This design comes from an exercise in tuning for small area, a short achievable clock period and few clock cycles on the open sky130 flow, not from production work.
The RTL was checked by simulation tests, not by an equivalence proof against the original design.
Power is estimated from default activity; no workload was simulated.

Setup of fjord:
==> flow/design.v <==
module htfv_crc8 (
    input  wire [7:0] acc_in,
    input  wire [7:0] data,
    output reg  [7:0] acc_out
);
    integer i;
    always @* begin
        acc_out = acc_in ^ data;
        for (i = 0; i < 8; i = i + 1) begin
            if (acc_out[7])
                acc_out = {acc_out[6:0], 1'b0} ^ 8'h31;
            else
                acc_out = {acc_out[6:0], 1'b0};
        end
    end
endmodule
module htfv_scaler (
    input  wire [15:0] raw,
    input  wire        humid,      
    output wire [23:0] num
);
    wire        t  = ~humid;
    wire [23:0] r  = {8'd0, raw};
    wire [23:0] o1 = t ? (r << 7) : (r << 6);
    wire [23:0] o2 = r << 5;
    wire [23:0] o3 = r << 2;
    wire [23:0] o4 = t ? r : 24'd0;
    wire [23:0] o5 = t ? 24'hD80028 : 24'd0;
    wire [23:0] s1 = o1 ^ o2 ^ o3;
    wire [23:0] c1 = ((o1 & o2) | (o1 & o3) | (o2 & o3)) << 1;
    wire [23:0] s2 = s1 ^ c1 ^ o4;
    wire [23:0] c2 = ((s1 & c1) | (s1 & o4) | (c1 & o4)) << 1;
    wire [23:0] s3 = s2 ^ c2 ^ o5;
    wire [23:0] c3 = ((s2 & c2) | (s2 & o5) | (c2 & o5)) << 1;
    wire        co;
    htfv_bkadd #(.W(24), .L(5)) u_add (.a(s3), .b(c3), .ci(1'b0), .s(num), .co(co));
endmodule
module htfv_centi (
    input  wire [23:0] num,
    output wire [15:0] centi
);
    wire [28:0] n  = {{5{num[23]}}, num};
    wire [28:0] a1 = n << 4;
    wire [28:0] a2 = n << 3;
    wire [28:0] zs = a1 ^ a2 ^ n;
    wire [28:0] zc = ((a1 & a2) | (a1 & n) | (a2 & n)) << 1;
    wire [28:0] z;                                        
    wire        zco;
    htfv_bkadd #(.W(29), .L(5)) u_z (.a(zs), .b(zc), .ci(1'b0), .s(z), .co(zco));
    wire [15:0] q = {z[28], z[28:14]};
    wire [15:0] l = {z[13:0], 2'b00};
    wire [15:0] lsum;
    wire        c16;
    htfv_bkadd #(.W(16), .L(4)) u_c (.a(l), .b(q), .ci(1'b1), .s(lsum), .co(c16));
    wire        cco;
    htfv_bkadd #(.W(16), .L(4)) u_o (.a(q), .b({16{q[15]}}), .ci(c16), .s(centi), .co(cco));
endmodule
module htfv_bkadd #(
    parameter W = 16,
    parameter L = 4       
) (
    input  wire [W-1:0] a,
    input  wire [W-1:0] b,
    input  wire         ci,
    output wire [W-1:0] s,
    output wire         co
);
    reg [W-1:0] p, g, pp, gg;
    integer i, j;
    always @* begin
        p  = a ^ b;
        g  = a & b;
        gg = g;
        pp = p;
        gg[0] = g[0] | (p[0] & ci);
        for (i = 1; i <= L; i = i + 1)
            for (j = (1 << i) - 1; j < W; j = j + (1 << i)) begin
                gg[j] = gg[j] | (pp[j] & gg[j - (1 << (i - 1))]);
                pp[j] = pp[j] & pp[j - (1 << (i - 1))];
            end
        for (i = L; i > 0; i = i - 1)
            for (j = (1 << i) + (1 << (i - 1)) - 1; j < W; j = j + (1 << i)) begin
                gg[j] = gg[j] | (pp[j] & gg[j - (1 << (i - 1))]);
                pp[j] = pp[j] & pp[j - (1 << (i - 1))];
            end
    end
    assign s  = p ^ {gg[W-2:0], ci};
    assign co = gg[W-1];
endmodule
module htfv (
    input  wire        clk,
    input  wire        rst,
    input  wire        op_valid,
    input  wire [31:0] op,
    output wire        op_ready,
    input  wire [4:0]  raddr,
    output reg  [31:0] rdata
);
    localparam [1:0] S_IDLE = 2'd0, S_RECV = 2'd1, S_DONE = 2'd2, S_FAIL = 2'd3;
    localparam [1:0] C_NONE = 2'd0, C_RST = 2'd1, C_CONV = 2'd2, C_READ = 2'd3;
    localparam [2:0] E_OK = 3'd0, E_CHECKSUM = 3'd1, E_BUS = 3'd2, E_SEQUENCE = 3'd3,
                     E_RANGE = 3'd4, E_NOT_VALID = 3'd5, E_ILLEGAL = 3'd6;
    reg [7:0]  devaddr;
    reg        lock;
    reg [1:0]  cmd;
    reg [7:0]  acc;
    reg        match;
    reg [1:0]  fstate;
    reg [4:0]  count, idx;
    reg [1:0]  pos;
    reg [7:0]  hi, lo;
    reg        ckerr, ferr;
    reg [3:0]  erridx;
    reg [15:0] word [0:15];
    reg [15:0] rlo;
    reg        rsel;
    reg [23:0] cnum;
    reg [2:0]  ecode;
    assign op_ready = 1'b1;
    wire [7:0]  grp    = op[31:24];
    wire [7:0]  op_idx = op[23:16];
    wire [15:0] imm    = op[15:0];
    wire [7:0]  b      = op[7:0];
    wire z_idx = (op_idx == 8'h00);
    wire z_hi  = (op[15:8] == 8'h00);
    wire z_b   = (b == 8'h00);
    wire f_none = z_idx & z_hi & z_b;    
    wire f_byte = z_idx & z_hi;          
    wire f_word = z_idx;                 
    wire f_ix   = z_hi & z_b;            
    wire is_nop      = (grp == 8'h00) & f_none;
    wire is_cmd      = ((grp == 8'h10) | (grp == 8'h11) | (grp == 8'h12)) & f_none;
    wire is_cfg_addr = (grp == 8'h1F) & f_byte;
    wire is_crc_init = (grp == 8'h20) & f_none;
    wire is_crc_byte = (grp == 8'h21) & f_byte;
    wire is_crc_cmp  = (grp == 8'h22) & f_byte;
    wire is_crc_word = (grp == 8'h23) & f_word;
    wire is_frm_start= (grp == 8'h30) & f_byte;
    wire is_frm_byte = (grp == 8'h31) & f_byte;
    wire is_frm_berr = (grp == 8'h32) & f_none;
    wire is_frm_read = (grp == 8'h33) & f_ix;
    wire is_scl_imm  = ((grp == 8'h40) | (grp == 8'h41)) & f_word;
    wire is_scl_wd   = ((grp == 8'h42) | (grp == 8'h43)) & f_ix;
    wire [7:0] acc_next;
    htfv_crc8 u_crc_acc (.acc_in(acc), .data(b), .acc_out(acc_next));
    wire [7:0] fc1, fc2;
    htfv_crc8 u_crc_f1 (.acc_in(8'h00), .data(hi), .acc_out(fc1));
    htfv_crc8 u_crc_f2 (.acc_in(fc1),   .data(lo), .acc_out(fc2));
    wire [7:0] fcrc = (pos == 2'd1) ? fc1 : fc2;
    wire [7:0] wcrc_hi, wcrc;
    htfv_crc8 u_crc_w0 (.acc_in(8'h00),   .data(imm[15:8]), .acc_out(wcrc_hi));
    htfv_crc8 u_crc_w1 (.acc_in(wcrc_hi), .data(imm[7:0]),  .acc_out(wcrc));
    wire [15:0] word_rd = word[op_idx[3:0]];
    wire        idx_ok  = (op_idx < {3'b000, count});
    wire [15:0] scl_raw   = grp[1] ? word_rd : imm;
    wire        scl_humid = grp[0];
    wire [23:0] scl_num;
    htfv_scaler u_scaler (.raw(scl_raw), .humid(scl_humid), .num(scl_num));
    wire frame_ok  = (fc2 == b);
    wire ckerr_new = ckerr | ~frame_ok;
    wire last      = (idx + 5'd1 == count);
    wire in_recv   = (fstate == S_RECV);
    wire in_done   = (fstate == S_DONE);
    always @(posedge clk) begin
        if (pos == 2'd2)
            word[idx[3:0]] <= {hi, lo};
    end
    always @(posedge clk) begin
        if (rst) begin
            devaddr <= 8'h40;
            lock    <= 1'b0;
            cmd     <= C_NONE;
            acc     <= 8'h00;
            match   <= 1'b0;
            fstate  <= S_IDLE;
            count   <= 5'd0;
            idx     <= 5'd0;
            pos     <= 2'd0;
            hi      <= 8'h00;
            lo      <= 8'h00;
            ckerr   <= 1'b0;
            ferr    <= 1'b0;
            erridx  <= 4'd0;
            rlo     <= 16'd0;
            rsel    <= 1'b0;
            cnum    <= 24'd0;
            ecode   <= E_OK;
        end else if (op_valid) begin
            if (is_nop) begin
                ecode <= E_OK;
            end else if (is_cmd) begin
                if (in_recv) begin
                    ecode <= E_SEQUENCE;
                end else begin
                    lock  <= 1'b1;
                    cmd   <= grp[1:0] + 2'd1;
                    ecode <= E_OK;
                end
            end else if (is_cfg_addr) begin
                if (lock) begin
                    ecode <= E_SEQUENCE;
                end else begin
                    devaddr <= b;
                    lock    <= 1'b1;
                    ecode   <= E_OK;
                end
            end else if (is_crc_init) begin
                acc   <= 8'h00;
                ecode <= E_OK;
            end else if (is_crc_byte) begin
                acc   <= acc_next;
                ecode <= E_OK;
            end else if (is_crc_cmp) begin
                match <= (acc == b);
                ecode <= E_OK;
            end else if (is_crc_word) begin
                rlo   <= {8'd0, wcrc};
                rsel  <= 1'b0;
                ecode <= E_OK;
            end else if (is_frm_start) begin
                if (in_recv) begin
                    ecode <= E_SEQUENCE;
                end else if (b > 8'd16) begin
                    ecode <= E_RANGE;
                end else begin
                    count  <= b[4:0];
                    idx    <= 5'd0;
                    pos    <= 2'd0;
                    hi     <= 8'h00;
                    lo     <= 8'h00;
                    ckerr  <= 1'b0;
                    ferr   <= 1'b0;
                    erridx <= 4'd0;
                    fstate <= (b == 8'd0) ? S_DONE : S_RECV;
                    ecode  <= E_OK;
                end
            end else if (is_frm_byte) begin
                if (!in_recv) begin
                    ecode <= E_SEQUENCE;
                end else if (pos == 2'd0) begin
                    hi    <= b;
                    pos   <= 2'd1;
                    ecode <= E_OK;
                end else if (pos == 2'd1) begin
                    lo    <= b;
                    pos   <= 2'd2;
                    ecode <= E_OK;
                end else begin
                    if (!ckerr && !frame_ok) begin
                        ckerr  <= 1'b1;
                        erridx <= idx[3:0];
                    end
                    idx <= idx + 5'd1;
                    pos <= 2'd0;
                    if (last && !ckerr_new) begin
                        fstate <= S_DONE;
                        ecode  <= E_OK;
                    end else if (last) begin
                        fstate <= S_FAIL;
                        ecode  <= E_CHECKSUM;
                    end else begin
                        ecode  <= E_OK;
                    end
                end
            end else if (is_frm_berr) begin
                if (!in_recv) begin
                    ecode <= E_SEQUENCE;
                end else begin
                    erridx <= idx[3:0];
                    ferr   <= 1'b1;
                    fstate <= S_FAIL;
                    ecode  <= E_BUS;
                end
            end else if (is_frm_read) begin
                if (!in_done) begin
                    ecode <= E_NOT_VALID;
                end else if (!idx_ok) begin
                    ecode <= E_RANGE;
                end else begin
                    rlo   <= word_rd;
                    rsel  <= 1'b0;
                    ecode <= E_OK;
                end
            end else if (is_scl_imm) begin
                rsel  <= 1'b1;
                cnum  <= scl_num;
                ecode <= E_OK;
            end else if (is_scl_wd) begin
                if (!in_done) begin
                    ecode <= E_NOT_VALID;
                end else if (!idx_ok) begin
                    ecode <= E_RANGE;
                end else begin
                    rsel  <= 1'b1;
                    cnum  <= scl_num;
                    ecode <= E_OK;
                end
            end else begin
                ecode <= E_ILLEGAL;
            end
        end
    end
    wire [15:0] centi;
    htfv_centi u_centi (.num(cnum), .centi(centi));
    wire [7:0]  txa    = (cmd != C_NONE) ? devaddr : 8'h00;
    wire [7:0]  txb    = (cmd == C_RST) ? 8'h1E : (cmd == C_CONV) ? 8'h40 : 8'h00;
    wire [7:0]  rxw    = (cmd == C_READ) ? 8'd2 : 8'd0;
    wire [15:0] waitus = (cmd == C_RST) ? 16'd5000 : (cmd == C_CONV) ? 16'd5600 : 16'd0;
    always @* begin
        case (raddr)
            5'h00: rdata = {4'h0, erridx, 3'b000, idx, 5'b00000, ecode, lock, match, ferr, ckerr, pos, fstate};
            5'h01: rdata = rsel ? {{8{cnum[23]}}, cnum} : {16'h0000, rlo};
            5'h02: rdata = {16'h0000, centi};
            5'h03: rdata = {8'h00, rxw, txa, txb};
            5'h04: rdata = {16'h0000, waitus};
            5'h05: rdata = {24'h000000, acc};
            5'h06: rdata = {24'h000000, devaddr};
            5'h07: rdata = {fcrc, lo, hi, 3'b000, count};
            5'h08: rdata = 32'd16;
            default: rdata = 32'h0000_0000;
        endcase
    end
endmodule
==> flow/config.mk <==
export PLATFORM = sky130hd
export DESIGN_NAME = htfv
export DESIGN_NICKNAME = htfv
export VERILOG_FILES = /design/flow/design.v
export SDC_FILE = /design/flow/constraint.sdc
export NUM_CORES = 4
export LEC_CHECK = 0
export CAP_MARGIN = 20
export CORE_MARGIN = 2
export CORE_UTILIZATION = 30
export SLEW_MARGIN = 20
==> flow/constraint.sdc <==
create_clock -name core_clock -period 30.0 [get_ports {clk}]
set_input_delay 6.0000 -clock core_clock [delete_from_list [all_inputs] [get_ports {clk}]]
set_output_delay 6.0000 -clock core_clock [all_outputs]
set_load 0.01 [all_outputs]
standard.sh (not shown) runs the stock make flow with config.mk's settings and CLKGATE_MAP_FILE= SYNTH_SCRIPT=/design/flow/synth_recipe.tcl, a recipe that flattens the netlist after the stock synthesis.
==> flow/flow/run.sh <==
#!/bin/bash
# Layout flow: the standard ORFS flow (standard.sh, synthesis unchanged), with
# repair_timing asked to leave extra setup margin so that it shortens the critical
# paths further than the 30 ns clock alone would make it. The constraints (clock,
# I/O delays, loads) are the design's own. TNS_END_PERCENT=0 keeps the repair on the
# worst paths only. Each make run's full output goes to a log file in this folder;
# ORFS's per-step logs stay under orfs/logs.
set -euo pipefail
bash standard.sh SETUP_SLACK_MARGIN=17.5 TNS_END_PERCENT=0 finish > standard_finish.log 2>&1
fjord finished every step from synthesis to the final layout, and the layout passed the timing, design-rule and antenna checks.
Testbench counts of fjord, summed over its fixed seeds: cycles 13,426.
--- input diff fjord..ember ---
diff --git a/flow/design.v b/flow/design.v
--- a/flow/design.v
+++ b/flow/design.v
@@ -106,16 +106,15 @@
     reg [7:0]  acc;
     reg        match;
     reg [1:0]  fstate;
     reg [4:0]  count, idx;
     reg [1:0]  pos;
-    reg [7:0]  hi, lo;
+    reg [7:0]  hi, lo, fcrc;
     reg        ckerr, ferr;
     reg [3:0]  erridx;
     reg [15:0] word [0:15];
-    reg [15:0] rlo;
-    reg        rsel;
+    reg [23:0] res;
     reg [23:0] cnum;
     reg [2:0]  ecode;
     assign op_ready = 1'b1;
     wire [7:0]  grp    = op[31:24];
     wire [7:0]  op_idx = op[23:16];
@@ -141,30 +140,28 @@
     wire is_frm_read = (grp == 8'h33) & f_ix;
     wire is_scl_imm  = ((grp == 8'h40) | (grp == 8'h41)) & f_word;
     wire is_scl_wd   = ((grp == 8'h42) | (grp == 8'h43)) & f_ix;
     wire [7:0] acc_next;
     htfv_crc8 u_crc_acc (.acc_in(acc), .data(b), .acc_out(acc_next));
-    wire [7:0] fc1, fc2;
-    htfv_crc8 u_crc_f1 (.acc_in(8'h00), .data(hi), .acc_out(fc1));
-    htfv_crc8 u_crc_f2 (.acc_in(fc1),   .data(lo), .acc_out(fc2));
-    wire [7:0] fcrc = (pos == 2'd1) ? fc1 : fc2;
+    wire [7:0] fcrc_next;
+    htfv_crc8 u_crc_frm (.acc_in(pos == 2'd0 ? 8'h00 : fcrc), .data(b), .acc_out(fcrc_next));
     wire [7:0] wcrc_hi, wcrc;
     htfv_crc8 u_crc_w0 (.acc_in(8'h00),   .data(imm[15:8]), .acc_out(wcrc_hi));
     htfv_crc8 u_crc_w1 (.acc_in(wcrc_hi), .data(imm[7:0]),  .acc_out(wcrc));
     wire [15:0] word_rd = word[op_idx[3:0]];
     wire        idx_ok  = (op_idx < {3'b000, count});
     wire [15:0] scl_raw   = grp[1] ? word_rd : imm;
     wire        scl_humid = grp[0];
     wire [23:0] scl_num;
     htfv_scaler u_scaler (.raw(scl_raw), .humid(scl_humid), .num(scl_num));
-    wire frame_ok  = (fc2 == b);
+    wire frame_ok  = (fcrc == b);
     wire ckerr_new = ckerr | ~frame_ok;
     wire last      = (idx + 5'd1 == count);
     wire in_recv   = (fstate == S_RECV);
     wire in_done   = (fstate == S_DONE);
     always @(posedge clk) begin
-        if (pos == 2'd2)
+        if (op_valid && !rst && is_frm_byte && in_recv && pos == 2'd2 && !ckerr && frame_ok)
             word[idx[3:0]] <= {hi, lo};
     end
     always @(posedge clk) begin
         if (rst) begin
             devaddr <= 8'h40;
@@ -176,15 +173,15 @@
             count   <= 5'd0;
             idx     <= 5'd0;
             pos     <= 2'd0;
             hi      <= 8'h00;
             lo      <= 8'h00;
+            fcrc    <= 8'h00;
             ckerr   <= 1'b0;
             ferr    <= 1'b0;
             erridx  <= 4'd0;
-            rlo     <= 16'd0;
-            rsel    <= 1'b0;
+            res     <= 24'd0;
             cnum    <= 24'd0;
             ecode   <= E_OK;
         end else if (op_valid) begin
             if (is_nop) begin
                 ecode <= E_OK;
@@ -212,12 +209,11 @@
                 ecode <= E_OK;
             end else if (is_crc_cmp) begin
                 match <= (acc == b);
                 ecode <= E_OK;
             end else if (is_crc_word) begin
-                rlo   <= {8'd0, wcrc};
-                rsel  <= 1'b0;
+                res   <= {16'd0, wcrc};
                 ecode <= E_OK;
             end else if (is_frm_start) begin
                 if (in_recv) begin
                     ecode <= E_SEQUENCE;
                 end else if (b > 8'd16) begin
@@ -226,10 +222,11 @@
                     count  <= b[4:0];
                     idx    <= 5'd0;
                     pos    <= 2'd0;
                     hi     <= 8'h00;
                     lo     <= 8'h00;
+                    fcrc   <= 8'h00;
                     ckerr  <= 1'b0;
                     ferr   <= 1'b0;
                     erridx <= 4'd0;
                     fstate <= (b == 8'd0) ? S_DONE : S_RECV;
                     ecode  <= E_OK;
@@ -237,14 +234,16 @@
             end else if (is_frm_byte) begin
                 if (!in_recv) begin
                     ecode <= E_SEQUENCE;
                 end else if (pos == 2'd0) begin
                     hi    <= b;
+                    fcrc  <= fcrc_next;
                     pos   <= 2'd1;
                     ecode <= E_OK;
                 end else if (pos == 2'd1) begin
                     lo    <= b;
+                    fcrc  <= fcrc_next;
                     pos   <= 2'd2;
                     ecode <= E_OK;
                 end else begin
                     if (!ckerr && !frame_ok) begin
                         ckerr  <= 1'b1;
@@ -275,25 +274,24 @@
                 if (!in_done) begin
                     ecode <= E_NOT_VALID;
                 end else if (!idx_ok) begin
                     ecode <= E_RANGE;
                 end else begin
-                    rlo   <= word_rd;
-                    rsel  <= 1'b0;
+                    res   <= {8'd0, word_rd};
                     ecode <= E_OK;
                 end
             end else if (is_scl_imm) begin
-                rsel  <= 1'b1;
+                res   <= scl_num;
                 cnum  <= scl_num;
                 ecode <= E_OK;
             end else if (is_scl_wd) begin
                 if (!in_done) begin
                     ecode <= E_NOT_VALID;
                 end else if (!idx_ok) begin
                     ecode <= E_RANGE;
                 end else begin
-                    rsel  <= 1'b1;
+                    res   <= scl_num;
                     cnum  <= scl_num;
                     ecode <= E_OK;
                 end
             end else begin
                 ecode <= E_ILLEGAL;
@@ -307,11 +305,11 @@
     wire [7:0]  rxw    = (cmd == C_READ) ? 8'd2 : 8'd0;
     wire [15:0] waitus = (cmd == C_RST) ? 16'd5000 : (cmd == C_CONV) ? 16'd5600 : 16'd0;
     always @* begin
         case (raddr)
             5'h00: rdata = {4'h0, erridx, 3'b000, idx, 5'b00000, ecode, lock, match, ferr, ckerr, pos, fstate};
-            5'h01: rdata = rsel ? {{8{cnum[23]}}, cnum} : {16'h0000, rlo};
+            5'h01: rdata = {{8{res[23]}}, res};
             5'h02: rdata = {16'h0000, centi};
             5'h03: rdata = {8'h00, rxw, txa, txb};
             5'h04: rdata = {16'h0000, waitus};
             5'h05: rdata = {24'h000000, acc};
             5'h06: rdata = {24'h000000, devaddr};
==> results.txt <==
No run among ember and fjord stopped early or left any final violation; all are clean.
Between ember and fjord, it is ember whose multi-input combinational area share is lower, by 0.27 points.
The minimum clock period after layout number comes out higher for fjord vs ember.
Taking ember over fjord, the count of buffers not belonging to the clock network in the layout ratio works out to 0.900.
Between ember and fjord, the internal power of the cells is higher for ember.
Portion of total power attributed to the clock network was higher in fjord than in ember.
Compare ember and fjord | maximum fanout encountered on the critical timing path higher: fjord
Testbench counts of ember, summed over its fixed seeds: cycles 13,426.

separate check: timing with driven ports:
The flow's constraints put no driver on any port. The routed layouts listed below were extracted and timed again, unchanged, in two steps.
Step 1 assumes that a clkbuf_16 drives the clock port and a buf_2 every other input.
Step 2 moves the port delays by t, midway between the first and last clock arrival at a register: inputs arrive t later, outputs are due t later. That takes back most of the time a late clock gives input paths.
a / b / c = ideal ports / drivers / drivers and shift; a / b = the first two.
run | shift t [ns] | setup slack, ns | latest minus earliest clock arrival (ns)
fjord | 0.601 | 16.278 / 16.255 / 16.255 | 0.023 / 0.023
ember | 0.626 | 16.321 / 16.265 / 16.265 | 0.018 / 0.018
After both steps every run listed still meets setup and hold. The setup slack of ember, which loses most, moves by -0.056 ns with the drivers and by -0.056 ns with both steps.
